Context: an optimization exercise on an open-source flow, tuned for small area. The choices shown serve that exercise and are no tape-out recipe. Where RTL was checked, it was by simulation tests only, not by an equivalence proof against the original. For runs 6 and 7, only the layout was checked, not whether the RTL still works. No driver is modelled on the clock port, so clocking that relies on it looks cheaper here than on a real chip. No activity file was given, so power comes from the tool's default toggle rates.

==> flow/standard.sh <==
#!/bin/bash
# synth_recipe.tcl (not shown) runs the flow's synth.tcl, then flattens the netlist and writes it again
# the make line also repeats each setting of config.mk as NAME=value (left out here)
make -C /OpenROAD-flow-scripts/flow DESIGN_CONFIG=/design/flow/config.mk WORK_HOME=/design/flow/orfs CLKGATE_MAP_FILE= SYNTH_SCRIPT=/design/flow/synth_recipe.tcl "${@:-finish}"
==> flow/flow/run.sh <==
#!/bin/bash
# The standard layout with these changes:
#  - synthesis maps the logic with an area-oriented ABC script (flow/abc_area.script)
#    in place of ORFS's, and leaves the adders to ABC (no extract_fa / adder cells);
#    everything else in synthesis is the standard one
#  - the port buffers are the smallest buffer
#  - the clock tree is built without dummy loads, and its root buffer, which only
#    drives the leaf buffers, is a small one (flow/cts_post.tcl)
#  - one tie cell drives all the constant outputs (no repair_tie_fanout)
set -euo pipefail
W=$PWD
rm -rf "$W/scripts_area"
cp -r "$FLOW_HOME/scripts" "$W/scripts_area"
cp "$W/flow/abc_area.script" "$W/scripts_area/abc_area.script"
export BUFFER_PORTS_ARGS="-buffer_cell sky130_fd_sc_hd__buf_1"
export CTS_ARGS="-sink_clustering_enable -repair_clock_nets -sink_clustering_size 64 -sink_clustering_max_diameter 500 -buf_list sky130_fd_sc_hd__clkbuf_8 -dont_use_dummy_load"
export POST_CTS_TCL="$W/flow/cts_post.tcl"
bash standard.sh SCRIPTS_DIR="$W/scripts_area" ABC_AREA=1 ADDER_MAP_FILE= synth > synth.log 2>&1
bash standard.sh SKIP_REPAIR_TIE_FANOUT=1 > standard.log 2>&1
==> flow/design.v <==
module psre (
    input  wire        clk,
    input  wire        rst,             
    input  wire        bind_ok,         
    input  wire        irq_supported,   
    input  wire        polled_fallback, 
    input  wire        ack_latch,       
    input  wire        cmd_valid,
    output wire        cmd_ready,
    input  wire [23:0] cmd,
    output reg         rsp_valid,
    output wire [23:0] rsp,
    output wire [18:0] line_oe,
    output wire [18:0] line_out,
    input  wire [18:0] line_in,
    input  wire        ack_edge,
    output reg         irq_out,
    output wire        irq_src_en,
    output wire        init_done,
    output wire        init_ok,
    output wire        polled,
    output wire [7:0]  fail_reason,
    output wire [15:0] misuse_count
);
    localparam [3:0] OP_WDATA   = 4'h1,
                     OP_RDATA   = 4'h2,
                     OP_RCTRL   = 4'h3,
                     OP_WCTRL   = 4'h4,
                     OP_FROB    = 4'h5,
                     OP_RSTAT   = 4'h6,
                     OP_IRQEN   = 4'h7,
                     OP_IRQDIS  = 4'h8,
                     OP_DFWD    = 4'h9,
                     OP_DREV    = 4'hA,
                     OP_SAVE    = 4'hB,
                     OP_RESTORE = 4'hC,
                     OP_INITDEF = 4'hD;
    reg        done;
    reg  [1:0] ph;
    reg  [3:0] lc;          
    reg        bd;          
    reg  [7:0] ld;          
    reg        pre;         
    reg        gate;        
    reg        pend;        
    reg [15:0] mc;          
    reg  [1:0] rs;          
    reg        ra;          
    reg  [7:0] rb;          
    wire ready = done & (ph == 2'b00);
    assign init_done    = done;
    assign init_ok      = ready;
    assign polled       = ready & ~irq_supported;
    assign fail_reason  = {3'b000, done & (ph != 2'b00), 2'b00,
                           done & ph[1] & bind_ok, done & ph[0]};
    assign irq_src_en   = gate & irq_supported;
    assign misuse_count = mc;
    wire drive_bd = ready | (~done & (ph != 2'b00));
    wire doe      = ready & ~bd & ~pre;
    assign line_oe  = {6'b000000, {8{doe}}, drive_bd, {4{ready}}};
    assign line_out = {6'b000000, ld, bd & ~pre, lc};
    wire [7:0] ctrl_view = {2'b00, bd, gate, ~lc[3], lc[2], ~lc[1], ~lc[0]};
    wire [7:0] data_view = bd ? line_in[12:5] : ld;
    wire [7:0] stat_view = {~line_in[17], line_in[16:13], 3'b000};
    assign rsp = {6'b000000, rs[1] & ~ra, rs[0],
                  2'b00, ra & rs[1] & bd, ra & rs[1] & gate,
                  ra & (~rs[1] | ~lc[3]), ra & (~rs[1] | lc[2]),
                  ra & rs[1] & ~lc[1], ra & rs[1] & ~lc[0],
                  rb};
    wire [3:0] op = cmd[23:20];
    wire [7:0] ca = cmd[15:8];
    wire [7:0] cb = cmd[7:0];
    wire is_wdata = op == OP_WDATA;
    wire is_rdata = op == OP_RDATA;
    wire is_rctrl = op == OP_RCTRL;
    wire is_wctrl = op == OP_WCTRL;
    wire is_frob  = op == OP_FROB;
    wire is_rstat = op == OP_RSTAT;
    wire is_irqen = op == OP_IRQEN;
    wire is_irqdis= op == OP_IRQDIS;
    wire is_dfwd  = op == OP_DFWD;
    wire is_drev  = op == OP_DREV;
    wire is_save  = op == OP_SAVE;
    wire is_rest  = op == OP_RESTORE;
    wire is_idef  = op == OP_INITDEF;
    wire uses_a = is_frob | is_rest;
    wire uses_b = is_wdata | is_wctrl | is_frob | is_rest;
    wire illegal = (op == 4'h0) || (op == 4'hE) || (op == 4'hF) ||
                   (cmd[19:16] != 4'h0) ||
                   (!uses_a && (ca != 8'h00)) ||
                   (!uses_b && (cb != 8'h00));
    wire go = ready & ~illegal;            
    wire       wc = is_wctrl | is_frob | is_rest;
    wire [7:0] wn = is_frob ? ((ctrl_view & ~ca) ^ cb) : is_rest ? ca : cb;
    wire       new_bd = wc ? wn[5] : is_dfwd ? 1'b0 : is_drev ? 1'b1 : bd;
    wire hold = cmd_valid & go & (new_bd != bd) & ~pre;
    assign cmd_ready = ~hold;
    wire acc  = cmd_valid & ~hold;
    wire run  = acc & go;
    wire misuse = (is_wdata & bd) | ((is_rdata | is_save) & ~bd) | (is_rest & ca[5]);
    wire wdat   = (is_wdata & ~bd) | (is_rest & ~ca[5]);
    wire new_gate = wc ? wn[4] : is_irqen ? 1'b1 : is_irqdis ? 1'b0 : gate;
    wire deliver  = run & new_gate & ~gate & pend;
    wire [16:0] mcc;
    wire [15:0] mcs;
    assign mcc[0] = run & misuse & ~(&mc);
    genvar gi;
    generate for (gi = 0; gi < 16; gi = gi + 1) begin : g_mc
        assign mcs[gi]     = mc[gi] ^ mcc[gi];
        assign mcc[gi + 1] = mc[gi] & mcc[gi];
    end endgenerate
    always @(posedge clk) begin
        if (rst) begin
            done <= 1'b0;
            ph   <= 2'b00;
        end else if (!done) begin
            case (ph)
                2'b00: if (bind_ok) ph <= 2'b01;
                       else begin done <= 1'b1; ph <= 2'b10; end
                2'b01: ph <= {1'b1, line_in[18]};
                2'b10: begin done <= 1'b1; ph <= 2'b01; end
                2'b11: begin
                    done <= 1'b1;
                    if (line_in[18])
                        ph <= 2'b01;
                    else if (irq_supported | polled_fallback)
                        ph <= 2'b00;
                    else
                        ph <= 2'b10;
                end
            endcase
        end
        rsp_valid <= ~rst & acc;
        mc        <= ready ? mcs : 16'h0000;
        pre       <= hold;
        irq_out   <= ready & ((ack_edge & gate & irq_supported) | deliver);
        rs <= ~done ? 2'b00 : illegal ? 2'b10 : ~ready ? 2'b11 :
              is_save ? {1'b1, ~bd} : {1'b0, misuse};
        ra <= go & (is_save | is_idef);
        rb <= ~go ? 8'h00 :
              (is_rdata | is_save) ? data_view :
              (is_rctrl | is_frob) ? ctrl_view :
              is_rstat ? stat_view : 8'h00;
        if (!ready) begin
            bd   <= ~done & (ph == 2'b00) & bind_ok;
            lc   <= 4'b0111;                   
            ld   <= 8'h00;
            gate <= 1'b0;
            pend <= 1'b0;
        end else begin
            if (run) begin
                if (wc)
                    lc <= {~wn[3], wn[2], ~wn[1], ~wn[0]};
                bd   <= new_bd;
                gate <= new_gate;
                if (wdat)
                    ld <= cb;
                if (deliver)
                    pend <= 1'b0;
            end
            if (ack_edge & irq_supported & ~gate & ack_latch)
                pend <= 1'b1;
        end
    end
endmodule
==> flow/constraint.sdc <==
create_clock -name core_clock -period 10.0 [get_ports {clk}]
set_input_delay 2.0000 -clock core_clock [delete_from_list [all_inputs] [get_ports {clk}]]
set_output_delay 2.0000 -clock core_clock [all_outputs]
set_load 0.01 [all_outputs]
==> flow/flow/abc_area.script <==
strash
&get -n
&deepsyn -T 30
&put
dch -f
amap
topo
==> flow/config.mk <==
export PLATFORM = sky130hd
export DESIGN_NAME = psre
export DESIGN_NICKNAME = psre
export VERILOG_FILES = /design/flow/design.v
export SDC_FILE = /design/flow/constraint.sdc
export NUM_CORES = 4
export LEC_CHECK = 0
export CAP_MARGIN = 20
export CORE_MARGIN = 2
export CORE_UTILIZATION = 40
export SLEW_MARGIN = 20
==> flow/flow/cts_post.tcl <==
# Sourced at the end of ORFS's CTS step (POST_CTS_TCL). The clock tree's root
# buffer only drives the few leaf buffers, so it gets the small clock buffer.
proc psre_small_clock_root { master_name } {
  set block [ord::get_db_block]
  set its [[$block findNet clk] getITerms]
  if { [llength $its] != 1 } { puts "psre_small_clock_root: the clock port drives [llength $its] pins; left as it is"; return }
  set root [[lindex $its 0] getInst]
  if { ![string match "sky130_fd_sc_hd__clkbuf_*" [[$root getMaster] getName]] } { puts "psre_small_clock_root: the clock port does not drive a clock buffer; left as it is"; return }
  set fanout 0
  foreach it [[[$root findITerm X] getNet] getITerms] {
    if { [$it isInputSignal] } { incr fanout }
  }
  if { $fanout > 4 } { puts "psre_small_clock_root: the root drives $fanout pins; left as it is"; return }
  puts "psre_small_clock_root: [$root getName] [[$root getMaster] getName] -> $master_name (fanout $fanout)"
  replace_cell [get_cells [$root getName]] $master_name
  detailed_placement
  check_placement -verbose
  estimate_parasitics -placement
}
psre_small_clock_root sky130_fd_sc_hd__clkbuf_2
==> impl_metrics.csv, run 1 <==
group,metric,value,unit
logic_synthesis,synth_edf_count,1,
logic_synthesis,ys_ff_latch,48,
logic_synthesis,synth_cell_types,34,
cells_and_area,fin_cells,486,
floorplan,num_rows,28,
pwr,power.total,0.0003766,W
logic_synthesis,syn_inst,329,
routing,vias,2504,
routing,routed_wl,6.867,mm
floorplan,fp.dieArea,6885,µm²
logic_synthesis,yosysMostFrequentCell,"nor2_1",
global_route,grt_overflow,0,
logic_synthesis,synth_top_family_by_area,"simple AND/OR/NAND/NOR gates",
cells_and_area,finalNetCount,464,
sta,finalHoldViolCount,0,
logic_synthesis,syn_nets,380,
setup_path,crit_fanout,12,
cells_and_area,diodes,0,
floorplan,start_util,41.65,%
clock_network,clkTransAtPathRegs,0.10,ns
global_route,antenna_found_initial,0,
logic_synthesis,synthMuxAreaShare,0,%
sta,slew_viol_final,0,
setup_path,crit_type,"in2out",
placement,place_congestion,0.8605,
routing,vias_per_cell,5.152,
global_route,grt_use_total,19.22,%
logic_synthesis,synth_simple_gate_area_share,24.62,%
global_route,grt_pass1_vias,2228,
floorplan,coreArea,5991,µm²
run,cap_violations,0,
floorplan,die_h,82.98,µm
routing,wl_per_cell,14.13,µm
cells_and_area,fillCellCount,637,
hold_path,min_path_type,"reg2reg",
clock_network,cts_tree,"done",
placement,place_ws,3.442,ns
placement,port_buffers,113,
logic_synthesis,yosysSeqAreaShare,38.92,%
logic_synthesis,yosys_most_used_dff,"dfxtp_1",
logic_synthesis,yosysWarnings,1,
setup_path,critPathRequiredTime,8.00,ns
logic_synthesis,synth_common_cells,"nor2_1 (69), dfxtp_1 (47), buf_4 (39)",
logic_synthesis,async_flop_share,0,%
setup_path,worstSetupStartpointType,"primary input",
sta,post-route-period-util,65.54,%
logic_synthesis,synth-adder-area-share,0,%
floorplan,pin_count,144,
clock_network,insertion_delay,0.38,ns
sta,fin_tns_setup,0,ns
cells_and_area,areaGrowthSynthToFinish,12.44,%
global_route,grt_max_degree,26,
logic_synthesis,yosysTopAreaCell,"dfxtp_1",
cells_and_area,fin_util,46.83,%
pwr,power_density,134.2,nW/µm²
logic_synthesis,synthTopCellsByArea,"dfxtp_1 (38%), buf_4 (12%), nor2_1 (10%)",
routing,drc,0,
sta,fin_worst_skew,0.01764,ns
logic_synthesis,netlist_area,2495,µm²
setup_path,arrival,4.55,ns
sta,setup_ws,3.446,ns
sta,slew_headroom,54.84,%
placement,place_inst,481,
routing,postRouteAntennaNets,0,
floorplan,die_w,82.98,µm
logic_synthesis,synth.top_cell.area_share,37.71,%
sta,fmax,152.6,MHz
outcome,status,"finished clean",
pwr,ir_worst_vdd,0.07726,mV
logic_synthesis,syn_area_per_cell,7.583,µm²
placement,dp_hpwl,5.304,mm
sta,rsz0062_at_grt,"false",
pwr,p_leak,0.8919,nW
global_route,grt_first_pass_wirelength,10.90,mm
logic_synthesis,synth_compound_area_share,19.46,%
setup_path,ff2ff_setup_slack,5.91,ns
sta,min_period,6.554,ns
cells_and_area,layout-drive-gt1-share,2.190,%
routing,drt-initial-drc-count,159,
sta,finalSetupViolCount,0,
sta,max_slew.worst_pin.slew,0.6722,ns
logic_synthesis,synthXorXnorAreaFrac,0,%
routing,first_pass_iters,4,
setup_path,end_kind,"output pin",
clock_network,numClockSinks,48,
[state kept, by name (all words and copies together), names as in the netlist, 2 cells and up]
register  cells
mc           16
ld            8
rb            8
lc            4
ph            2
rs            2
[per-stage QoR]
step | cell area (µm²) | hold slack (ns)
2_1_floorplan | 2495 | 0.4314
3_3_place_gp | 2745 | 0.4495
3_5_place_dp | 2745 | 0.4498
5_1_grt | 2805 | 0.5116
6_report | 2805 | 0.4872
[routing by layer]
| metal | track usage, % | wire length, µm | part of all wire, % | vias up |
|---|---|---|---|---|
| met5 | 0 | 0 | 0 | - |
| met4 | 5.216 | 61 | 0.89 | 0 |
| met3 | 4.175 | 441 | 6.4 | 7 |
| met2 | 31.16 | 3195 | 47 | 77 |
| met1 | 25.85 | 3169 | 46 | 1139 |
| li1 | - | - | - | 1281 |
[final cells by class]
type / instances / area, µm² / share of cell area, %
Multi-Input combinational cell: 208 / 1106 / 39.43
Inverter: 34 / 127.6 / 4.549
Clock buffer: 5 / 60.06 / 2.141
Tap cell: 75 / 93.84 / 3.345
Timing Repair Buffer: 116 / 446.7 / 15.92
Sequential cell: 48 / 970.9 / 34.61
[path summary, 6_finish.rpt]
check,cells after the start,to,from
setup / recovery,13,cmd_ready,cmd[20]
hold / removal,1,mc[2],mc[2]
setup reg to reg,15,mc[13],done
hold reg to reg,1,mc[2],mc[2]
[cells by family after synthesis]
kind of cell | count (synthesis)
and+or+nand+nor | 138
AOI/OAI and AO/OA | 69
other | 1
DFF | 48
buffers and inverters | 73
[placed cells by master (no fill, tap or decap), types with 2 or more instances in the layout]
cell       netlist  layout
o2111ai_1        4       4
a31oi_1          2       2
o21a_1           4       4
nor3_1          15      15
nor2b_1          4       4
dfxtp_1         47      47
buf_1            0     113
a32o_1           8       8
nor4_1           6       6
o21ai_0          7       7
a22oi_1          7       7
nand3_1          6       6
buf_4           39       3
o22a_1           2       2
and3_1           2       2
o32ai_1          2       2
nand2_1         23      23
a211oi_1         8       8
a21oi_1         19      19
nor2_1          69      68
nand4_1          6       6
or4_1            3       3
clkinv_1        34      34
clkbuf_8         0       4
[critical path: stages]
cell and delay, ns:
buf_1 0.26, clkinv_1 0.39, nor2_1 0.25, clkinv_1 0.10, nor3_1 0.19, a21oi_1 0.06, a21oi_1 0.14, a21oi_1 0.05
o21ai_0 0.27, clkinv_1 0.13, a221oi_1 0.37, nand3_1 0.17, buf_1 0.17
[power by group]
part	total (W)	switching, W	internal [W]
logic	0.0000772	0.0000546	0.0000226
clock network	0.0000988	0.0000605	0.0000383
registers	0.000201	0.00000431	0.000196
total	0.000377	0.000119	0.000257
==> run 2, diff against run 1 <==
--- a/flow/design.v
+++ b/flow/design.v
@@ -133,7 +133,7 @@
         rsp_valid <= ~rst & acc;
         mc        <= ready ? mcs : 16'h0000;
         pre       <= hold;
-        irq_out   <= ready & ((ack_edge & gate & irq_supported) | deliver);
+        irq_out   <= ~rst & ready & ((ack_edge & gate & irq_supported) | deliver);
         rs <= ~done ? 2'b00 : illegal ? 2'b10 : ~ready ? 2'b11 :
               is_save ? {1'b1, ~bd} : {1'b0, misuse};
         ra <= go & (is_save | is_idef);
==> run 2 against run 1 <==
Effect of this change: worst setup slack improved by 0.38 ns; sequential share of layout area unchanged; cell area unchanged; routed wire length decreased by 1.8%; sequential power about the same; first-iteration DRC count increased by 18%; critical path depth decreased by 3; fmax increased by 6.2%; final cell count increased by 1.0%; still clean on timing, DRC and antenna; die area increased by 0.66%; area after synthesis increased by 0.70%.
==> impl_metrics.csv, run 2 <==
group,metric,value,unit
setup_path,critPathLaunch,"cmd[23]",
logic_synthesis,syn_inst,336,
routing,drc,0,
logic_synthesis,yosys_most_used_dff,"dfxtp_1",
setup_path,r2r_start,"done",
global_route,grt_use_total,18.61,%
floorplan,num_rows,28,
placement,dp_hpwl,5.309,mm
logic_synthesis,netlist_area,2512,µm²
floorplan,fp.dieArea,6931,µm²
routing,routed_wl,6.746,mm
clock_network,cts_tree,"done",
sta,slew_viol_final,0,
clock_network,clkTransAtPathRegs,0.09,ns
sta,fmax,162.0,MHz
logic_synthesis,yosysTopAreaCell,"dfxtp_1",
placement,place_inst,486,
cells_and_area,regArea,970.9,µm²
global_route,grt_pass1_vias,2233,
hold_path,min_path_type,"reg2reg",
routing,postRouteAntennaNets,0,
logic_synthesis,synth_common_cells,"nor2_1 (58), clkinv_1 (49), dfxtp_1 (47)",
floorplan,die_h,83.25,µm
setup_path,crit_fanout,9,
sta,fin_tns_setup,0,ns
logic_synthesis,synth_top_family_by_area,"simple AND/OR/NAND/NOR gates",
logic_synthesis,async_flop_share,0,%
logic_synthesis,synth_compound_area_share,20.42,%
cells_and_area,largest_reg_flops,16,
pwr,power.total,0.0003768,W
sta,post-route-period-util,61.74,%
cells_and_area,final_common_cell,"buf_1",
routing,vias_per_cell,5.206,
cells_and_area,fillCellCount,651,
hold_path,hold_depth,2,
logic_synthesis,ys_ff_latch,48,
placement,place_congestion,0.8716,
placement,detailed_place.area,2745,µm²
cells_and_area,fin_cells,491,
sta,finalSetupViolCount,0,
setup_path,endpoint,"cmd_ready",
setup_path,end_kind,"output pin",
sta,max_slew.worst_pin.slew,0.9724,ns
setup_path,rr_endpoint,"mc[14]",
setup_path,arrival,4.17,ns
cells_and_area,areaGrowthSynthToFinish,11.65,%
logic_synthesis,synth_cell_types,36,
global_route,grt_max_degree,26,
routing,drt-initial-drc-count,187,
floorplan,coreArea,5991,µm²
pwr,ir_worst_vdd,0.09128,mV
cells_and_area,diodes,0,
clock_network,insertion_delay,0.39,ns
cells_and_area,finalNetCount,469,
cells_and_area,layout-drive-gt1-share,1.442,%
logic_synthesis,synth_simple_gate_area_share,21.81,%
cells_and_area,final_cell_mix,"buf_1 (113), nor2_1 (58), clkinv_1 (49)",
logic_synthesis,synth.top_cell.area_share,37.45,%
run,cap_violations,0,
global_route,grt_first_pass_wirelength,10.47,mm
sta,rsz0062_at_grt,"false",
logic_synthesis,synthXorXnorAreaFrac,0,%
setup_path,crit_type,"in2out",
floorplan,die_w,83.25,µm
sta,min_period,6.174,ns
cells_and_area,regMostFlops,"mc",
cells_and_area,fin_util,46.83,%
logic_synthesis,synthMuxAreaShare,0,%
outcome,status,"finished clean",
global_route,antenna_found_initial,0,
routing,vias,2556,
cells_and_area,final_cell_area,2805,µm²
sta,fin_worst_skew,0.02446,ns
floorplan,pin_count,144,
setup_path,worstSetupStartpointType,"primary input",
clock_network,numClockSinks,48,
routing,first_pass_iters,5,
setup_path,ff2ff_setup_slack,5.67,ns
cells_and_area,reg_top3,"mc x16, ld x8, rb x8",
logic_synthesis,synthTopCellsByArea,"dfxtp_1 (37%), buf_4 (12%), nor2_1 (8.7%)",
sta,finalHoldViolCount,0,
cells_and_area,multiInputGateArea,1065,µm²
setup_path,reg2reg_depth,18,
logic_synthesis,yosysMostFrequentCell,"nor2_1",
logic_synthesis,syn_nets,387,
pwr,p_leak,0.9093,nW
pwr,power_density,134.3,nW/µm²
placement,port_buffers,113,
logic_synthesis,synth_edf_count,1,
logic_synthesis,syn_area_per_cell,7.477,µm²
logic_synthesis,synth-adder-area-share,0,%
setup_path,critPathRequiredTime,8.00,ns
sta,slew_headroom,34.67,%
logic_synthesis,yosysSeqAreaShare,38.65,%
global_route,grt_overflow,0,
logic_synthesis,yosysWarnings,1,
routing,wl_per_cell,13.74,µm
floorplan,start_util,41.94,%
run 2: cell count changes in the layout (fill, tap and decap cells not counted), sizes merged, moves of 3 or more:
cell     delta
o22ai      +10
a21oi       -5
clkinv     +15
o21a        +4
a211oi      -7
nor4        -5
nor3        +4
o2111ai     -3
nor2       -11
o21ai       +4
o221ai      +8
a32o        -8
run 2: worst max-delay path: stages:
cell      delay, ns
buf_1          0.26
clkinv_1       0.31
nor2_1         0.31
clkinv_1       0.17
nor3_1         0.20
a31oi_1        0.07
a31o_1         0.20
o32ai_1        0.28
nand3_1        0.19
buf_1          0.18
run 2: how the worst min path moves through the flow:
stage / start / to / slack (ns)
floorplan: ph[0] / ph[0] / 0.47
global placement: ld[5] / ld[5] / 0.47
detailed placement: ld[2] / ld[2] / 0.47
global route: ld[5] / ld[5] / 0.50
finish: ld[2] / ld[2] / 0.48
run 2: metal layers:
layer | track usage (%) | part of all wire (%)
met5 | 0 | 0
met4 | 5.067 | 1.3
met3 | 5.964 | 9.0
met2 | 30.79 | 47
met1 | 23.28 | 43
run 2: where the power goes:
part / internal, W / switching (W)
clock: 0.0000382 / 0.0000603
combinational: 0.0000231 / 0.0000540
sequential: 0.000196 / 0.00000467
total: 0.000258 / 0.000119
run 2: per-stage QoR:
stage          hold WS [ns]  setup slack (ns)
2_1_floorplan        0.4694             4.352
3_3_place_gp         0.4672             3.541
3_5_place_dp         0.4673             3.520
5_1_grt              0.4984             3.398
6_report             0.4828             3.826
run 2: cell families (layout without fill, tap and decap cells):
logic type / Yosys count / after routing
compound gates: 75 / 75
buf+inv: 88 / 168
flops: 48 / 48
other cells: 1 / 1
simple gates: 124 / 124
run 2: final cells by class:
type | count | share of cell area (%)
clock buffers | 5 | 2.141
inverters | 49 | 6.557
multi-input cells | 200 | 37.96
well taps | 75 | 3.345
repair buffers | 114 | 15.39
flip-flops and latches | 48 | 34.61
==> run 3, diff against run 2 <==
--- a/flow/config.mk
+++ b/flow/config.mk
@@ -7,5 +7,5 @@
 export LEC_CHECK = 0
 export CAP_MARGIN = 20
 export CORE_MARGIN = 2
-export CORE_UTILIZATION = 40
+export CORE_UTILIZATION = 55
 export SLEW_MARGIN = 20
==> run 3 against run 2 <==
Effect of this change: fmax down 1.1%; clock-buffer cell count unchanged; utilization up 17 points; die area down 26%; largest power group unchanged; final cell count down 4.7%; sequential cell count unchanged; synthesized cell count unchanged.
==> impl_metrics.csv, run 3 <==
group,metric,value,unit
global_route,grt_use_total,24.35,%
global_route,antenna_found_initial,0,
sta,setup_ws,3.757,ns
setup_path,rr_endpoint,"mc[14]",
setup_path,crit_type,"in2reg",
cells_and_area,largest_reg_flops,16,
sta,slew_headroom,54.78,%
cells_and_area,regMostFlops,"mc",
logic_synthesis,yosysTopAreaCell,"dfxtp_1",
logic_synthesis,async_flop_share,0,%
floorplan,die_h,71.59,µm
sta,rsz0062_at_grt,"false",
logic_synthesis,synth_common_cells,"nor2_1 (58), clkinv_1 (49), dfxtp_1 (47)",
cells_and_area,final_cell_area,2781,µm²
setup_path,critPathRequiredTime,10.26,ns
setup_path,worstSetupStartpointType,"primary input",
logic_synthesis,synthTopCellsByArea,"dfxtp_1 (37%), buf_4 (12%), nor2_1 (8.7%)",
placement,place_congestion,0.9339,
clock_network,insertion_delay,0.37,ns
setup_path,reg2reg_depth,18,
sta,finalHoldViolCount,0,
pwr,ir_worst_vdd,0.08769,mV
global_route,grt_first_pass_wirelength,10.01,mm
hold_path,min_path_type,"reg2reg",
hold_path,whs_endpoint,"ld[2]",
setup_path,crit_fanout,9,
hold_path,hold_depth,2,
logic_synthesis,synth_cell_types,36,
clock_network,cts_tree,"done",
routing,first_pass_iters,4,
hold_path,min_from,"ld[2]",
sta,post-route-period-util,62.43,%
setup_path,end_kind,"flip-flop",
sta,min_period,6.243,ns
setup_path,ff2ff_setup_slack,5.69,ns
setup_path,r2r_start,"done",
floorplan,num_rows,24,
routing,drc,0,
logic_synthesis,yosysMostFrequentCell,"nor2_1",
logic_synthesis,synth.top_cell.area_share,37.45,%
sta,slew_viol_final,0,
pwr,power.total,0.0003733,W
cells_and_area,reg_top3,"mc x16, ld x8, rb x8",
cells_and_area,finalNetCount,469,
routing,wl_per_cell,13.51,µm
placement,dp_hpwl,4.940,mm
global_route,grt_pass1_vias,2187,
logic_synthesis,yosys_most_used_dff,"dfxtp_1",
sta,finalSetupViolCount,0,
routing,drt-initial-drc-count,243,
sta,fin_tns_setup,0,ns
global_route,grt_overflow,0,
logic_synthesis,yosysSeqAreaShare,38.65,%
floorplan,die_w,71.59,µm
cells_and_area,layout-drive-gt1-share,1.683,%
global_route,grt_max_degree,26,
routing,vias,2536,
logic_synthesis,netlist_area,2512,µm²
pwr,p_leak,0.9096,nW
outcome,status,"finished clean",
logic_synthesis,yosysWarnings,1,
cells_and_area,final_cell_mix,"buf_1 (113), nor2_1 (58), clkinv_1 (49)",
routing,postRouteAntennaNets,0,
routing,routed_wl,6.325,mm
logic_synthesis,syn_inst,336,
cells_and_area,final_common_cell,"buf_1",
run,cap_violations,0,
sta,fin_worst_skew,0.01574,ns
sta,max_slew.worst_pin.slew,0.6731,ns
floorplan,coreArea,4384,µm²
placement,detailed_place.area,2716,µm²
routing,vias_per_cell,5.419,
setup_path,arrival,6.50,ns
logic_synthesis,syn_area_per_cell,7.477,µm²
logic_synthesis,syn_nets,387,
floorplan,pin_count,144,
logic_synthesis,synth_edf_count,1,
cells_and_area,diodes,0,
cells_and_area,areaGrowthSynthToFinish,10.71,%
clock_network,clkTransAtPathRegs,0.08,ns
pwr,power_density,134.2,nW/µm²
floorplan,start_util,57.31,%
sta,fmax,160.2,MHz
clock_network,numClockSinks,48,
placement,port_buffers,113,
floorplan,fp.dieArea,5124,µm²
logic_synthesis,ys_ff_latch,48,
placement,place_ws,3.514,ns
==> run 3: cell count changes in the layout (fill, tap and decap cells not counted) <==
cell,change
nor3_1,-1
nor3_2,+1
==> run 3: how the worst max path moves through the flow <==
stage | startpoint | endpoint | slack, ns | depth (start not counted)
floorplan | cmd[10] | mc[14] | 4.35 | 19
global placement | cmd[23] | mc[14] | 3.58 | 21
detailed placement | cmd[23] | mc[14] | 3.51 | 21
global route | cmd[23] | mc[14] | 3.35 | 21
finish | cmd[23] | mc[14] | 3.76 | 21
==> run 3: logic make-up (layout without fill, tap and decap cells) <==
| logic type | after synthesis | count (layout) | synth area share [%] |
|---|---|---|---|
| other cells | 1 | 1 | 0.1493 |
| simple gates | 124 | 124 | 21.81 |
| buf+inv | 88 | 168 | 18.97 |
| compound gates | 75 | 75 | 20.42 |
| flops | 48 | 48 | 38.65 |
==> run 3: critical path, cell delays in order <==
cell	delay (ns)
buf_1	0.24
clkinv_1	0.31
nor2_1	0.32
a21oi_1	0.09
o21ai_0	0.25
o2111ai_1	0.18
nor2_1	0.40
nand2_1	0.10
nor2_1	0.18
clkinv_1	0.16
nor2b_1	0.24
o311a_1	0.24
and2_0	0.21
nand4_1	0.11
nor3b_1	0.36
and3_1	0.30
and3_1	0.23
nand2_1	0.11
nor2_1	0.14
clkinv_1	0.11
o221a_1	0.22
==> run 3: metrics by stage <==
step	hold WS, ns	std cells	utilization (%)
final	0.4762	468	63.44
after global routing	0.4923	468	63.44
after detailed placement	0.4662	463	61.96
after global placement	0.4651	463	61.96
after floorplan	0.4694	336	-
==> run 3: cell type report <==
cell class	count	area [µm²]
clock buffer	5	60.06
fill	432	1603
inverter	49	183.9
multi-input combinational	200	1070
sequential	48	970.9
tap	52	65.06
timing repair buffer	114	431.7
==> run 3: metal layers <==
layer	routed length, µm	vias to the layer above	track usage (%)	share of wire, %
li1	-	1291	-	-
met1	2822	1130	32.20	45
met2	2855	108	39.81	45
met3	596	7	7.314	9.4
met4	51	0	4.822	0.81
met5	0	-	0	0
==> run 3: power by group <==
group	internal, W	switching, W	leakage [nW]
Combinational	0.0000231	0.0000539	0.486
Sequential	0.000196	0.00000463	0.391
Clock	0.0000383	0.0000569	0.0329
Total	0.000258	0.000115	0.910
==> run 4, diff against run 3 <==
--- a/flow/design.v
+++ b/flow/design.v
@@ -14,7 +14,7 @@
     output wire [18:0] line_out,
     input  wire [18:0] line_in,
     input  wire        ack_edge,
-    output reg         irq_out,
+    output wire        irq_out,
     output wire        irq_src_en,
     output wire        init_done,
     output wire        init_ok,
@@ -54,6 +54,7 @@
     assign fail_reason  = {3'b000, done & (ph != 2'b00), 2'b00,
                            done & ph[1] & bind_ok, done & ph[0]};
     assign irq_src_en   = gate & irq_supported;
+    assign irq_out      = ready & pend & gate & irq_supported;
     assign misuse_count = mc;
     wire drive_bd = ready | (~done & (ph != 2'b00));
     wire doe      = ready & ~bd & ~pre;
@@ -100,7 +101,6 @@
     wire misuse = (is_wdata & bd) | ((is_rdata | is_save) & ~bd) | (is_rest & ca[5]);
     wire wdat   = (is_wdata & ~bd) | (is_rest & ~ca[5]);
     wire new_gate = wc ? wn[4] : is_irqen ? 1'b1 : is_irqdis ? 1'b0 : gate;
-    wire deliver  = run & new_gate & ~gate & pend;
     wire [16:0] mcc;
     wire [15:0] mcs;
     assign mcc[0] = run & misuse & ~(&mc);
@@ -133,7 +133,6 @@
         rsp_valid <= ~rst & acc;
         mc        <= ready ? mcs : 16'h0000;
         pre       <= hold;
-        irq_out   <= ~rst & ready & ((ack_edge & gate & irq_supported) | deliver);
         rs <= ~done ? 2'b00 : illegal ? 2'b10 : ~ready ? 2'b11 :
               is_save ? {1'b1, ~bd} : {1'b0, misuse};
         ra <= go & (is_save | is_idef);
@@ -155,10 +154,10 @@
                 gate <= new_gate;
                 if (wdat)
                     ld <= cb;
-                if (deliver)
-                    pend <= 1'b0;
             end
-            if (ack_edge & irq_supported & ~gate & ack_latch)
+            if (irq_out)
+                pend <= 1'b0;
+            if (ack_edge & irq_supported & (gate | ack_latch))
                 pend <= 1'b1;
         end
     end
==> flow/flow/abc_area.script (replaced) <==
strash
&get -n
&deepsyn -J 50 -T 120
&put
dch -f
amap
topo
--- a/flow/config.mk
+++ b/flow/config.mk
@@ -7,5 +7,6 @@
 export LEC_CHECK = 0
 export CAP_MARGIN = 20
 export CORE_MARGIN = 2
-export CORE_UTILIZATION = 55
+export CORE_UTILIZATION = 40
+export GPL_TIMING_DRIVEN = 0
 export SLEW_MARGIN = 20
==> run 4 against run 3 <==
Effect of this change: still clean; routed wire length up 12%; area after synthesis down 0.65%; sequential share of layout area down 4.2 points; fmax down 12%; sequential cell count down 1; final cell count up 12%; utilization down 12 points; combinational power up 23%; synthesized cell count down 2.4%; clock-buffer cell count unchanged; critical path type is now in2out; highest routed layer unchanged.
==> impl_metrics.csv, run 4 <==
group,metric,value,unit
routing,wl_per_cell,13.59,µm
setup_path,crit_type,"in2out",
placement,place_congestion,0.8808,
setup_path,critPathRequiredTime,8.00,ns
logic_synthesis,syn_inst,328,
pwr,intPower,0.0002677,W
clock_network,cts_tree,"done",
cells_and_area,regMostFlops,"mc",
floorplan,die_w,83.00,µm
run,cap_violations,0,
pwr,power_frac_seq,50.4,%
logic_synthesis,yosysMostFrequentCell,"nor2_1",
cells_and_area,reg_top3,"mc x16, ld x8, rb x8",
cells_and_area,diodes,0,
sta,post-route-period-util,71.09,%
setup_path,crit_buf_inv,3,
global_route,grt_first_pass_wirelength,11.27,mm
cells_and_area,areaGrowthSynthToFinish,23.86,%
global_route,antenna_found_initial,0,
setup_path,crit_fanout,11,
logic_synthesis,netlist_area,2496,µm²
pwr,p_switching,0.0001225,W
cells_and_area,finalNetCount,500,
sta,fin_worst_skew,0.01169,ns
logic_synthesis,synth_common_cells,"nor2_1 (58), dfxtp_1 (46), buf_4 (39)",
global_route,grt_use_total,19.70,%
global_route,grt_max_degree,26,
routing,routed_wl,7.093,mm
pwr,power_density,126.2,nW/µm²
floorplan,coreArea,5991,µm²
setup_path,cpPeakStageDelay,0.45,ns
logic_synthesis,syn_nets,379,
logic_synthesis,synth.top_cell.area_share,36.89,%
floorplan,fp.dieArea,6888,µm²
routing,drt-initial-drc-count,201,
setup_path,worstSetupStartpointType,"primary input",
clock_network,insertion_delay,0.38,ns
placement,dp_hpwl,5.616,mm
logic_synthesis,yosysWarnings,1,
setup_path,critPathTopFamily,"simple AND/OR/NAND/NOR gates",
cells_and_area,largest_reg_flops,16,
logic_synthesis,synth_edf_count,1,
pwr,ir_worst_vdd,0.05768,mV
sta,slew_headroom,37.79,%
floorplan,num_rows,28,
pwr,clkPwrFrac,25.3,%
sta,fin_tns_setup,0,ns
logic_synthesis,syn_area_per_cell,7.610,µm²
clock_network,clkTransAtPathRegs,0.07,ns
placement,port_buffers,113,
cells_and_area,layout-drive-gt1-share,10.29,%
logic_synthesis,async_flop_share,0,%
pwr,swShare,31.41,%
sta,max_slew.worst_pin.slew,0.9260,ns
cells_and_area,final_cell_mix,"buf_1 (113), nor2_1 (57), dfxtp_1 (46)",
pwr,p_leak,1.092,nW
sta,min_period,7.109,ns
sta,finalHoldViolCount,0,
floorplan,die_h,83.00,µm
sta,slew_viol_final,0,
pwr,comb_power_share,24.3,%
logic_synthesis,synth-adder-area-share,0,%
logic_synthesis,synth_cell_types,33,
floorplan,start_util,41.67,%
setup_path,end_kind,"output pin",
setup_path,arrival,5.11,ns
cells_and_area,final_common_cell,"buf_1",
logic_synthesis,synth_compound_area_share,20.25,%
logic_synthesis,yosysSeqAreaShare,38.10,%
cells_and_area,fin_util,51.61,%
logic_synthesis,yosysTopAreaCell,"dfxtp_1",
sta,finalSetupViolCount,0,
setup_path,ff2ff_setup_slack,4.96,ns
logic_synthesis,ys_ff_latch,47,
global_route,grt_overflow,0,
logic_synthesis,synthXorXnorAreaFrac,0,%
routing,vias,2704,
sta,fmax,140.7,MHz
logic_synthesis,synth_simple_gate_area_share,24.21,%
clock_network,numClockSinks,47,
routing,vias_per_cell,5.180,
routing,postRouteAntennaNets,0,
global_route,grt_pass1_vias,2299,
logic_synthesis,yosys_most_used_dff,"dfxtp_1",
logic_synthesis,synthMuxAreaShare,0,%
routing,first_pass_iters,5,
logic_synthesis,synthTopCellsByArea,"dfxtp_1 (37%), buf_4 (12%), nor2_1 (8.7%)",
hold_path,min_path_type,"reg2reg",
setup_path,crit_slowest_cell,"nor4_1",
routing,drc,0,
sta,rsz0062_at_grt,"false",
floorplan,pin_count,144,
setup_path,crit_chain,"buf_1 > clkinv_1 > nor2_1 > nor2_1 > o22a_1 > nor4_1 > nand2_1 > a2111oi_0 > o21ai_0 > buf_1",
outcome,status,"finished clean",
logic_synthesis,synth_top_family_by_area,"simple AND/OR/NAND/NOR gates",
## run 4: changes by cell type in the layout (fill, tap and decap cells not counted), moves of 6 or more
cell | before | now
o211a_1 | 0 | 6
o221ai_1 | 8 | 0
nand3_1 | 5 | 11
clkinv_1 | 49 | 37
o22ai_1 | 11 | 3
buf_4 | 1 | 39
a32o_1 | 0 | 7
or4_1 | 3 | 9
o21a_1 | 8 | 2
nand2_1 | 23 | 33
## run 4: layout make-up
type	instances	area, µm²
Clock buffer	5	60.06
Inverter	37	138.9
Tap cell	75	93.84
Sequential cell	47	950.9
Fill cell	649	2899
Buffer	39	292.8
Multi-Input combinational cell	205	1116
Timing Repair Buffer	114	439.2
## run 4: layer usage
metal | wire, µm | vias to the layer above | track usage (%) | part of all wire (%)
li1 | - | 1358 | - | -
met1 | 3362 | 1205 | 28.38 | 47
met2 | 3109 | 132 | 30.43 | 44
met3 | 547 | 9 | 3.877 | 7.7
met4 | 74 | 0 | 4.471 | 1.0
met5 | 0 | - | 0 | 0
## run 4: through the flow
step                area [µm²]  hold WS, ns  instances  power (W)  worst slack [ns]
floorplan                 2496       0.4445        328  0.0002626             4.033
global placement          3014       0.4536        516  0.0002925             2.984
detailed placement        3032       0.4624        517  0.0002951             2.874
global route              3092       0.5052        522  0.0004102             2.526
finish                    3092       0.4697        522  0.0003902             2.891
## run 4: logic make-up after synthesis
family	Yosys count
AOI/OAI and AO/OA	68
buffers and inverters	76
DFF	47
other	1
and+or+nand+nor	136
## run 4: path summary, 6_finish.rpt
path / from / end / cells past startpoint
setup / recovery: cmd[20] / cmd_ready / 10
hold / removal: pend / pend / 2
setup reg to reg: ph[0] / mc[14] / 19
hold reg to reg: pend / pend / 2
## run 4: worst reg2reg max path, delay by kind of cell, from the launching register on
kind / cells / cell delay (ns)
simple gates: 14 / 3.35
buf+inv: 2 / 0.46
compound gates: 3 / 0.81
flops: 1 / 0.35
## run 4: power groups by stage
| stage | clock, W | sequential (W) | combinational (W) |
|---|---|---|---|
| finish | 0.0000986 | 0.000197 | 0.0000948 |
| global placement | 0 | 0.000201 | 0.0000914 |
| detailed placement | 0 | 0.000201 | 0.0000942 |
| floorplan | 0 | 0.000200 | 0.0000626 |
| global route | 0.000108 | 0.000197 | 0.000104 |
==> run 5, diff against run 4 <==
==> flow/flow/abc_area.script (replaced) <==
strash
&get -n
&deepsyn -T 30
&put
dch -f
amap
topo
--- a/flow/config.mk
+++ b/flow/config.mk
@@ -8,5 +8,4 @@
 export CAP_MARGIN = 20
 export CORE_MARGIN = 2
 export CORE_UTILIZATION = 40
-export GPL_TIMING_DRIVEN = 0
 export SLEW_MARGIN = 20
==> run 5 against run 4 <==
Effect of this change: utilization fell by 5.0 points; non-clock buffer count fell by 39; sequential power barely moved; clock-buffer cell count did not move; routed wire length fell by 3.7%.
==> impl_metrics.csv, run 5 <==
group,metric,value,unit
outcome,status,"finished clean",
logic_synthesis,ys_ff_latch,47,
setup_path,crit_type,"in2out",
logic_synthesis,synth_cell_types,33,
global_route,grt_overflow,0,
logic_synthesis,synth_edf_count,1,
cells_and_area,regMostFlops,"mc",
setup_path,worstSetupStartpointType,"primary input",
floorplan,start_util,41.67,%
routing,drc,0,
global_route,grt_first_pass_wirelength,11.10,mm
cells_and_area,reg_top3,"mc x16, ld x8, rb x8",
placement,place_congestion,0.8964,
setup_path,critPathTopFamily,"simple AND/OR/NAND/NOR gates",
setup_path,crit_slowest_cell,"nor2_1",
pwr,power.total,0.0003687,W
setup_path,crit_chain,"buf_1 > clkinv_1 > nor2_1 > nor2_1 > o22a_1 > nor4_1 > nand2_1 > a2111oi_0 > o21ai_0 > buf_1",
setup_path,crit_buf_inv,3,
logic_synthesis,yosysSeqAreaShare,38.10,%
sta,fmax,141.7,MHz
run,cap_violations,0,
clock_network,cts_tree,"done",
floorplan,coreArea,5991,µm²
global_route,grt_use_total,19.49,%
floorplan,die_h,83.00,µm
sta,finalHoldWorstSlack,0.4731,ns
sta,fin_tns_setup,0,ns
logic_synthesis,syn_area_per_cell,7.610,µm²
logic_synthesis,netlist_area,2496,µm²
sta,slew_viol_final,0,
setup_path,critPathRequiredTime,8.00,ns
clock_network,insertion_delay,0.38,ns
logic_synthesis,synth.top_cell.area_share,36.89,%
pwr,power_density,132.1,nW/µm²
cells_and_area,areaGrowthSynthToFinish,11.83,%
sta,fin_worst_skew,0.01317,ns
clock_network,clkTransAtPathRegs,0.08,ns
clock_network,numClockSinks,47,
logic_synthesis,yosysWarnings,1,
placement,dp_hpwl,5.350,mm
sta,finalSetupViolCount,0,
sta,max_slew.worst_pin.slew,0.8969,ns
sta,rsz0062_at_grt,"false",
logic_synthesis,syn_nets,379,
floorplan,pin_count,144,
cells_and_area,final_cell_mix,"buf_1 (113), nor2_1 (57), dfxtp_1 (46)",
global_route,grt_pass1_vias,2278,
setup_path,cpPeakStageDelay,0.44,ns
cells_and_area,final_common_cell,"buf_1",
hold_path,min_path_type,"reg2reg",
sta,slew_headroom,39.75,%
logic_synthesis,yosysTopAreaCell,"dfxtp_1",
routing,routed_wl,6.831,mm
logic_synthesis,async_flop_share,0,%
global_route,antenna_found_initial,0,
global_route,grt_max_degree,26,
logic_synthesis,synth_common_cells,"nor2_1 (58), dfxtp_1 (46), buf_4 (39)",
routing,wl_per_cell,14.14,µm
sta,post-route-period-util,70.55,%
setup_path,arrival,5.06,ns
cells_and_area,finalNetCount,461,
routing,vias_per_cell,5.236,
routing,drt-initial-drc-count,177,
logic_synthesis,yosysMostFrequentCell,"nor2_1",
cells_and_area,layout-drive-gt1-share,1.716,%
setup_path,end_kind,"output pin",
floorplan,die_w,83.00,µm
setup_path,crit_fanout,11,
placement,port_buffers,113,
sta,min_period,7.055,ns
routing,first_pass_iters,4,
routing,postRouteAntennaNets,0,
sta,finalHoldViolCount,0,
floorplan,fp.dieArea,6888,µm²
pwr,ir_worst_vdd,0.05684,mV
logic_synthesis,yosys_most_used_dff,"dfxtp_1",
floorplan,num_rows,28,
logic_synthesis,syn_inst,328,
pwr,p_leak,0.8804,nW
cells_and_area,largest_reg_flops,16,
cells_and_area,diodes,0,
routing,vias,2529,
logic_synthesis,synthTopCellsByArea,"dfxtp_1 (37%), buf_4 (12%), nor2_1 (8.7%)",
[run 5: worst paths after layout]
kind                            startpoint   endpoint  slack [ns]  depth (start not counted)
worst max-delay path               cmd[20]  cmd_ready        2.94                         10
worst min-delay path                  pend       pend        0.47                          2
worst max register to register       ph[0]     mc[15]        4.88                         21
worst min register to register        pend       pend        0.47                          2
[run 5: layer usage]
layer	vias to the layer above	GRT usage (%)	wire, µm
li1	1279	-	-
met1	1141	27.69	3258
met2	103	29.55	3000
met3	6	4.374	492
met4	0	5.663	80
met5	-	0	0
[run 5: report_power, final]
part | leakage, nW | total (W) | internal (W) | switching (W)
clock network | 0.0329 | 0.0000976 | 0.0000383 | 0.0000593
registers | 0.383 | 0.000197 | 0.000192 | 0.00000483
logic | 0.465 | 0.0000745 | 0.0000208 | 0.0000537
total | 0.880 | 0.000369 | 0.000251 | 0.000118
[run 5: metrics by stage]
stage               area (µm²)  setup WS (ns)  util, %  instances
finish                    2791          2.945    46.60        483
global route              2791          2.536    46.60        483
detailed placement        2731          3.019    45.59        478
global placement          2731          3.036    45.59        478
floorplan                 2496          4.033        -        328
[run 5: worst reg2reg max path, cell delays in order (launching register included)]
cell      delay, ns
dfxtp_1        0.35
nor2_1         0.29
clkinv_1       0.22
nor2_2         0.39
buf_4          0.30
o21ai_0        0.21
o21ai_0        0.40
nand3_1        0.31
nor3_1         0.49
nand2_1        0.14
nor2_1         0.21
nand2_1        0.15
nor2_1         0.18
and2_0         0.22
nand3_1        0.14
nor3b_1        0.35
nand2_1        0.14
nor2_1         0.20
nand2_1        0.12
nor2_1         0.13
nor2_1         0.05
nor2_1         0.07
[run 5: kinds of logic (layout without fill, tap and decap cells)]
logic type	Yosys count	count (layout)	synth area share [%]
flops	47	47	38.10
buf+inv	76	156	17.29
other cells	1	1	0.1502
simple gates	136	136	24.21
compound gates	68	68	20.25
[run 5: cell type report]
cell class | instances | area [µm²]
clock buffers | 5 | 60.06
fillers | 675 | 3199
inverters | 37 | 138.9
multi-input cells | 205 | 1116
flip-flops and latches | 47 | 950.9
well taps | 75 | 93.84
repair buffers | 114 | 431.7
==> run 6, diff against run 5 <==
--- a/flow/design.v
+++ b/flow/design.v
@@ -37,7 +37,7 @@
                      OP_INITDEF = 4'hD;
     reg        done;
     reg  [1:0] ph;
-    reg  [3:0] lc;          
+    reg  [3:0] cl;          
     reg        bd;          
     reg  [7:0] ld;          
     reg        pre;         
@@ -59,14 +59,14 @@
     wire drive_bd = ready | (~done & (ph != 2'b00));
     wire doe      = ready & ~bd & ~pre;
     assign line_oe  = {6'b000000, {8{doe}}, drive_bd, {4{ready}}};
-    assign line_out = {6'b000000, ld, bd & ~pre, lc};
-    wire [7:0] ctrl_view = {2'b00, bd, gate, ~lc[3], lc[2], ~lc[1], ~lc[0]};
+    assign line_out = {6'b000000, ld, bd & ~pre, cl ^ 4'b1011};
+    wire [7:0] ctrl_view = {2'b00, bd, gate, cl};
     wire [7:0] data_view = bd ? line_in[12:5] : ld;
     wire [7:0] stat_view = {~line_in[17], line_in[16:13], 3'b000};
     assign rsp = {6'b000000, rs[1] & ~ra, rs[0],
                   2'b00, ra & rs[1] & bd, ra & rs[1] & gate,
-                  ra & (~rs[1] | ~lc[3]), ra & (~rs[1] | lc[2]),
-                  ra & rs[1] & ~lc[1], ra & rs[1] & ~lc[0],
+                  ra & (~rs[1] | cl[3]), ra & (~rs[1] | cl[2]),
+                  ra & rs[1] & cl[1], ra & rs[1] & cl[0],
                   rb};
     wire [3:0] op = cmd[23:20];
     wire [7:0] ca = cmd[15:8];
@@ -142,14 +142,14 @@
               is_rstat ? stat_view : 8'h00;
         if (!ready) begin
             bd   <= ~done & (ph == 2'b00) & bind_ok;
-            lc   <= 4'b0111;                   
+            cl   <= 4'b1100;                   
             ld   <= 8'h00;
             gate <= 1'b0;
             pend <= 1'b0;
         end else begin
             if (run) begin
                 if (wc)
-                    lc <= {~wn[3], wn[2], ~wn[1], ~wn[0]};
+                    cl <= wn[3:0];
                 bd   <= new_bd;
                 gate <= new_gate;
                 if (wdat)
==> run 6 against run 5 <==
Effect of this change: still clean on timing, DRC and antenna; combinational power is 2% higher; worst setup slack better by 0.93 ns; global-route usage is 0.90 points lower; final cell count is 2.1% higher; hold slack better by 0.0020 ns; clock power hardly changed; die area is 0.39% lower; clock skew hardly changed; first-iteration DRC count is 3.4% higher; sequential cell count stayed put; sequential power hardly changed; largest cell class unchanged; largest power group unchanged.
==> impl_metrics.csv, run 6 <==
group,metric,value,unit
cells_and_area,diodes,0,
logic_synthesis,synth_edf_count,1,
pwr,ir_worst_vdd,0.05712,mV
cells_and_area,fillCellCount,645,
cells_and_area,areaGrowthSynthToFinish,11.78,%
global_route,grt_first_pass_wirelength,10.65,mm
cells_and_area,regArea,950.9,µm²
placement,place_ws,3.942,ns
setup_path,arrival,4.12,ns
setup_path,end_kind,"output pin",
sta,post-route-period-util,61.23,%
routing,first_pass_iters,5,
global_route,grt_overflow,0,
cells_and_area,regMostFlops,"mc",
logic_synthesis,async_flop_share,0,%
placement,dp_hpwl,5.202,mm
cells_and_area,largest_reg_flops,16,
placement,port_buffers,113,
setup_path,critPathTopFamily,"simple AND/OR/NAND/NOR gates",
logic_synthesis,netlist_area,2486,µm²
logic_synthesis,yosysWarnings,1,
clock_network,insertion_delay,0.37,ns
logic_synthesis,yosys_most_used_dff,"dfxtp_1",
logic_synthesis,syn_inst,338,
sta,slew_viol_final,0,
logic_synthesis,yosysSeqAreaShare,38.25,%
sta,max_slew.worst_pin.slew,0.8702,ns
sta,fin_tns_setup,0,ns
clock_network,clkTransAtPathRegs,0.08,ns
hold_path,min_path_type,"reg2reg",
sta,setup_ws,3.877,ns
cells_and_area,final_cell_mix,"buf_1 (113), nor2_1 (63), clkinv_1 (58)",
global_route,antenna_found_initial,0,
logic_synthesis,synth.top_cell.area_share,37.04,%
sta,slew_headroom,41.54,%
setup_path,crit_chain,"buf_1 > clkinv_1 > nor2_1 > nor2_1 > clkinv_1 > a21oi_1 > nor4_1 > nand4_1 > buf_1",
sta,fmax,163.3,MHz
setup_path,crit_buf_inv,4,
clock_network,cts_tree,"done",
routing,drt-initial-drc-count,183,
floorplan,start_util,41.74,%
logic_synthesis,yosysTopAreaCell,"dfxtp_1",
cells_and_area,multiInputGateArea,1017,µm²
routing,wl_per_cell,13.28,µm
cells_and_area,reg_top3,"mc x16, ld x8, rb x8",
cells_and_area,layout-drive-gt1-share,1.675,%
run,cap_violations,0,
sta,fin_worst_skew,0.01275,ns
setup_path,crit_fanout,10,
sta,finalHoldWorstSlack,0.4751,ns
logic_synthesis,synthXorXnorAreaFrac,0,%
logic_synthesis,synthMuxAreaShare,0,%
global_route,grt_use_total,18.60,%
cells_and_area,final_common_cell,"buf_1",
logic_synthesis,synthTopCellsByArea,"dfxtp_1 (37%), buf_4 (12%), nor2_1 (9.5%)",
logic_synthesis,synth_cell_types,35,
logic_synthesis,synth_top_family_by_area,"simple AND/OR/NAND/NOR gates",
outcome,status,"finished clean",
routing,routed_wl,6.545,mm
pwr,p_leak,0.8779,nW
floorplan,pin_count,144,
placement,place_congestion,0.8157,
logic_synthesis,synth_simple_gate_area_share,22.85,%
placement,place_inst,488,
setup_path,crit_slowest_cell,"nor4_1",
logic_synthesis,synth-adder-area-share,0,%
setup_path,crit_type,"in2out",
sta,finalHoldViolCount,0,
logic_synthesis,synth_common_cells,"nor2_1 (63), clkinv_1 (58), dfxtp_1 (46)",
cells_and_area,final_cell_area,2779,µm²
setup_path,critPathRequiredTime,8.00,ns
pwr,power_density,133.3,nW/µm²
placement,detailed_place.area,2719,µm²
logic_synthesis,syn_area_per_cell,7.355,µm²
routing,postRouteAntennaNets,0,
logic_synthesis,syn_nets,389,
logic_synthesis,synth_compound_area_share,17.92,%
setup_path,worstSetupStartpointType,"primary input",
global_route,grt_max_degree,26,
floorplan,die_w,82.84,µm
logic_synthesis,ys_ff_latch,47,
floorplan,die_h,82.84,µm
floorplan,fp.dieArea,6862,µm²
clock_network,numClockSinks,47,
logic_synthesis,yosysMostFrequentCell,"nor2_1",
cells_and_area,fin_cells,493,
setup_path,cpPeakStageDelay,0.53,ns
routing,vias,2512,
floorplan,num_rows,28,
floorplan,coreArea,5956,µm²
global_route,grt_pass1_vias,2291,
routing,vias_per_cell,5.095,
sta,min_period,6.123,ns
sta,finalSetupViolCount,0,
sta,rsz0062_at_grt,"false",
routing,drc,0,
cells_and_area,finalNetCount,471,
==> run 6: tightest hold or removal path, stage by stage (launching register included) <==
cell,delay (ns)
dfxtp_1,0.33
clkinv_1,0.04
o22ai_1,0.06
==> run 6: worst paths after layout <==
check | from | endpoint | slack [ns] | cells past startpoint
worst min register to register | ld[6] | ld[6] | 0.48 | 2
worst max register to register | bd | mc[11] | 6.12 | 17
worst max-delay path | cmd[23] | cmd_ready | 3.88 | 9
worst min-delay path | ld[6] | ld[6] | 0.48 | 2
==> run 6: final cells by class <==
cell class / count / share of cell area (%)
flip-flops and latches: 47 / 34.22
well taps: 75 / 3.377
multi-input cells: 193 / 36.61
inverters: 58 / 7.834
clock buffers: 5 / 2.161
repair buffers: 115 / 15.80
==> run 6: power breakdown <==
part / total, W / switching, W / internal, W
Combinational: 0.0000762 / 0.0000538 / 0.0000224
Sequential: 0.000196 / 0.00000395 / 0.000192
Clock: 0.0000979 / 0.0000595 / 0.0000384
Total: 0.000370 / 0.000117 / 0.000253
==> run 6: layer usage <==
metal,global-route usage [%],wire length (µm)
met4,4.471,48
met5,0,0
met3,3.579,408
met2,31.82,3059
met1,24.18,3028
==> run 6: cells by family (layout without fill, tap and decap cells) <==
| logic type | Yosys count | after routing |
|---|---|---|
| other | 1 | 1 |
| AO/OA/AOI/OAI | 64 | 64 |
| flip-flops | 47 | 47 |
| AND/OR/NAND/NOR | 128 | 128 |
| buffers and inverters | 98 | 178 |
==> run 6: stage by stage <==
| step | total power (W) | util, % |
|---|---|---|
| detailed placement | 0.0002769 | 45.65 |
| finish | 0.0003704 | 46.66 |
| global placement | 0.0002764 | 45.65 |
| global route | 0.0003895 | 46.66 |
| floorplan | 0.0002661 | - |
==> run 7, diff against run 6 <==
--- a/flow/design.v
+++ b/flow/design.v
@@ -40,19 +40,20 @@
     reg  [3:0] cl;          
     reg        bd;          
     reg  [7:0] ld;          
-    reg        pre;         
+    wire       pre;         
     reg        gate;        
     reg        pend;        
     reg [15:0] mc;          
     reg  [1:0] rs;          
     reg        ra;          
     reg  [7:0] rb;          
-    wire ready = done & (ph == 2'b00);
+    wire ready = done & ~ph[1];
+    assign pre = done & ph[0];
     assign init_done    = done;
     assign init_ok      = ready;
     assign polled       = ready & ~irq_supported;
-    assign fail_reason  = {3'b000, done & (ph != 2'b00), 2'b00,
-                           done & ph[1] & bind_ok, done & ph[0]};
+    assign fail_reason  = {3'b000, done & ph[1], 2'b00,
+                           done & ph[1] & ~ph[0] & bind_ok, done & ph[1] & ph[0]};
     assign irq_src_en   = gate & irq_supported;
     assign irq_out      = ready & pend & gate & irq_supported;
     assign misuse_count = mc;
@@ -118,21 +119,21 @@
                 2'b00: if (bind_ok) ph <= 2'b01;
                        else begin done <= 1'b1; ph <= 2'b10; end
                 2'b01: ph <= {1'b1, line_in[18]};
-                2'b10: begin done <= 1'b1; ph <= 2'b01; end
+                2'b10: begin done <= 1'b1; ph <= 2'b11; end
                 2'b11: begin
                     done <= 1'b1;
                     if (line_in[18])
-                        ph <= 2'b01;
+                        ph <= 2'b11;
                     else if (irq_supported | polled_fallback)
                         ph <= 2'b00;
                     else
                         ph <= 2'b10;
                 end
             endcase
-        end
+        end else if (!ph[1])
+            ph[0] <= hold;              
         rsp_valid <= ~rst & acc;
         mc        <= ready ? mcs : 16'h0000;
-        pre       <= hold;
         rs <= ~done ? 2'b00 : illegal ? 2'b10 : ~ready ? 2'b11 :
               is_save ? {1'b1, ~bd} : {1'b0, misuse};
         ra <= go & (is_save | is_idef);
==> run 7 against run 6 <==
Effect of this change: critical path depth up 2; cell area down 0.14%; register-to-register slack about the same; critical path type unchanged.
==> impl_metrics.csv, run 7 <==
group,metric,value,unit
outcome,status,"finished clean",
run,cap_violations,0,
logic_synthesis,synth-adder-area-share,0,%
setup_path,crit_type,"in2out",
sta,finalSetupViolCount,0,
routing,wl_per_cell,13.97,µm
cells_and_area,final_common_cell,"buf_1",
cells_and_area,layout-drive-gt1-share,1.683,%
pwr,ir_worst_vdd,0.07721,mV
routing,drt-initial-drc-count,125,
setup_path,crit_fanout,10,
cells_and_area,largest_reg_flops,16,
placement,place_inst,486,
cells_and_area,fin_cells,491,
pwr,p_leak,0.9017,nW
clock_network,cts_tree,"done",
sta,rsz0062_at_grt,"false",
global_route,grt_use_total,19.69,%
setup_path,r2r_start,"done",
logic_synthesis,syn_inst,336,
logic_synthesis,synth_compound_area_share,21.17,%
logic_synthesis,synth_edf_count,1,
setup_path,arrival,4.43,ns
placement,dp_hpwl,5.279,mm
clock_network,numClockSinks,46,
routing,drc,0,
cells_and_area,regMostFlops,"mc",
logic_synthesis,synthTopCellsByArea,"dfxtp_1 (36%), buf_4 (12%), nor2_1 (8.6%)",
setup_path,crit_chain,"buf_1 > clkinv_1 > nor2_1 > o21a_1 > nor2_1 > a41o_1 > a31oi_1 > nor2_1 > a211oi_1 > nand3_1 > buf_1",
setup_path,rr_endpoint,"mc[15]",
sta,setup_ws,3.567,ns
setup_path,cpPeakStageDelay,0.34,ns
sta,slew_viol_final,0,
sta,slew_headroom,58.10,%
hold_path,whs_endpoint,"pend",
logic_synthesis,synth.top_cell.area_share,36.29,%
logic_synthesis,synthXorXnorAreaFrac,0,%
sta,max_slew.worst_pin.slew,0.6236,ns
setup_path,crit_buf_inv,3,
pwr,power_density,137.4,nW/µm²
setup_path,ff2ff_setup_slack,6.13,ns
hold_path,hold_depth,2,
setup_path,end_kind,"output pin",
cells_and_area,fillCellCount,659,
cells_and_area,reg_top3,"mc x16, ld x8, rb x8",
floorplan,die_w,82.78,µm
placement,port_buffers,113,
floorplan,die_h,82.78,µm
cells_and_area,final_cell_mix,"buf_1 (113), nor2_1 (57), clkinv_1 (48)",
logic_synthesis,async_flop_share,0,%
logic_synthesis,ys_ff_latch,46,
logic_synthesis,yosysMostFrequentCell,"nor2_1",
setup_path,crit_top_cell,"nor2_1",
setup_path,critPathRequiredTime,8.00,ns
routing,vias_per_cell,5.118,
sta,fmax,155.5,MHz
floorplan,pin_count,144,
cells_and_area,finalNetCount,469,
logic_synthesis,yosysWarnings,1,
logic_synthesis,syn_area_per_cell,7.388,µm²
floorplan,fp.dieArea,6852,µm²
setup_path,reg2reg_depth,20,
sta,min_period,6.433,ns
setup_path,worstSetupStartpointType,"primary input",
logic_synthesis,yosysSeqAreaShare,37.50,%
logic_synthesis,netlist_area,2482,µm²
clock_network,insertion_delay,0.37,ns
cells_and_area,diodes,0,
global_route,grt_overflow,0,
cells_and_area,areaGrowthSynthToFinish,11.79,%
logic_synthesis,syn_nets,387,
routing,first_pass_iters,4,
routing,postRouteAntennaNets,0,
sta,post-route-period-util,64.33,%
logic_synthesis,synth_cell_types,34,
routing,vias,2513,
hold_path,min_path_type,"reg2reg",
logic_synthesis,synth_common_cells,"nor2_1 (57), clkinv_1 (48), dfxtp_1 (45)",
floorplan,start_util,41.68,%
logic_synthesis,synthMuxAreaShare,0,%
setup_path,crit_slowest_cell,"buf_1",
global_route,grt_max_degree,26,
cells_and_area,fin_util,46.60,%
floorplan,num_rows,28,
logic_synthesis,yosys_most_used_dff,"dfxtp_1",
floorplan,coreArea,5956,µm²
logic_synthesis,yosysTopAreaCell,"dfxtp_1",
sta,fin_tns_setup,0,ns
hold_path,min_from,"pend",
sta,finalHoldViolCount,0,
sta,fin_worst_skew,0.01959,ns
placement,place_ws,3.643,ns
setup_path,critPathTopFamily,"compound AO/OA/AOI/OAI gates",
logic_synthesis,synth_top_family_by_area,"simple AND/OR/NAND/NOR gates",
global_route,grt_pass1_vias,2105,
clock_network,clkTransAtPathRegs,0.08,ns
logic_synthesis,synth_simple_gate_area_share,21.82,%
placement,place_congestion,0.9036,
global_route,antenna_found_initial,0,
global_route,grt_first_pass_wirelength,10.19,mm
routing,routed_wl,6.857,mm
-- run 7: cell types whose count changed in the layout (fill, tap and decap cells not counted), sizes merged, moves of 7 or more --
cell    change
clkinv     -10
nor3       -10
a21oi       +8
a222oi      -8
nand2       +7
nand3       +7
-- run 7: worst max path at each step --
stage | from | end | slack (ns) | depth (start not counted)
floorplan | cmd[20] | cmd_ready | 4.56 | 9
global placement | cmd[23] | cmd_ready | 3.69 | 11
detailed placement | cmd[23] | cmd_ready | 3.64 | 11
global route | cmd[23] | cmd_ready | 3.30 | 11
finish | cmd[23] | cmd_ready | 3.57 | 11
-- run 7: worst min-delay path, cell delays in order (launching register included) --
cell,delay (ns)
dfxtp_1,0.32
nand3_1,0.06
o21ai_0,0.07
-- run 7: area by class of cell --
class,count,area [µm²],share of cell area [%]
well taps,75,93.84,3.381
clock buffers,5,60.06,2.164
flip-flops and latches,46,930.9,33.54
multi-input cells,202,1071,38.59
repair buffers,115,439.2,15.83
inverters,48,180.2,6.492
-- run 7: metal layers --
layer	wire length (µm)	up-vias	global-route usage [%]
li1	-	1276	-
met1	3104	1128	26.00
met2	3139	101	32.42
met3	531	8	4.545
met4	82	0	5.082
met5	0	-	0
-- run 7: where the power goes --
| group | switching [W] | internal, W | leakage [nW] |
|---|---|---|---|
| sequential | 0.00000442 | 0.000189 | 0.375 |
| clock | 0.0000566 | 0.0000383 | 0.0329 |
| combinational | 0.0000651 | 0.0000276 | 0.494 |
| total | 0.000126 | 0.000255 | 0.902 |
-- run 7: cell families (layout without fill, tap and decap cells) --
logic type      count (synthesis)  in the layout
other cells                     1              1
buf+inv                        88            168
compound gates                 77             77
simple gates                  124            124
flops                          46             46
-- run 7: through the flow --
step	hold slack, ns	instance area [µm²]	total power [W]
after floorplan	0.4354	2482	0.0002775
after global placement	0.4452	2715	0.0002900
after detailed placement	0.4647	2715	0.0002906
after global routing	0.4930	2775	0.0004056
final	0.4823	2775	0.0003814

==> re-timing with driven ports <==
How much do the figures lean on ideal ports? The routed layouts below were timed once more, with nothing changed but the port constraints.
Step 1, drivers: a clkbuf_16 drives clk and a buf_2 each remaining input, both assumed.
Step 2 adds t to the input delays and takes it off the output delays; t is the mean of the earliest and latest rising clock arrival at the registers after step 1. Input paths then give back, and output paths get back, about the clock's delay inside the block.
Three values: ideal, step 1, step 2; two values: the first two.
run	shift t [ns]	slack for setup (ns)	worst setup path after step 2	clock arrival spread, ns	cell pins on the clock port's net
run 1	0.399	3.446 / 3.425 / 3.425	input to output	0.022 / 0.022	1
run 2	0.407	3.826 / 3.802 / 3.489	input to register	0.025 / 0.025	1
run 3	0.387	3.757 / 3.753 / 3.366	input to register	0.016 / 0.016	1
run 4	0.406	2.891 / 2.869 / 2.869	input to output	0.012 / 0.011	1
run 5	0.405	2.945 / 2.922 / 2.922	input to output	0.014 / 0.014	1
run 6	0.389	3.877 / 3.844 / 3.844	input to output	0.014 / 0.014	1
run 7	0.389	3.567 / 3.535 / 3.535	input to output	0.020 / 0.020	1
After both steps setup and hold are still met in every run listed. For run 3, which loses most, drivers alone change the setup slack by -0.004 ns; drivers and shift together by -0.391 ns.
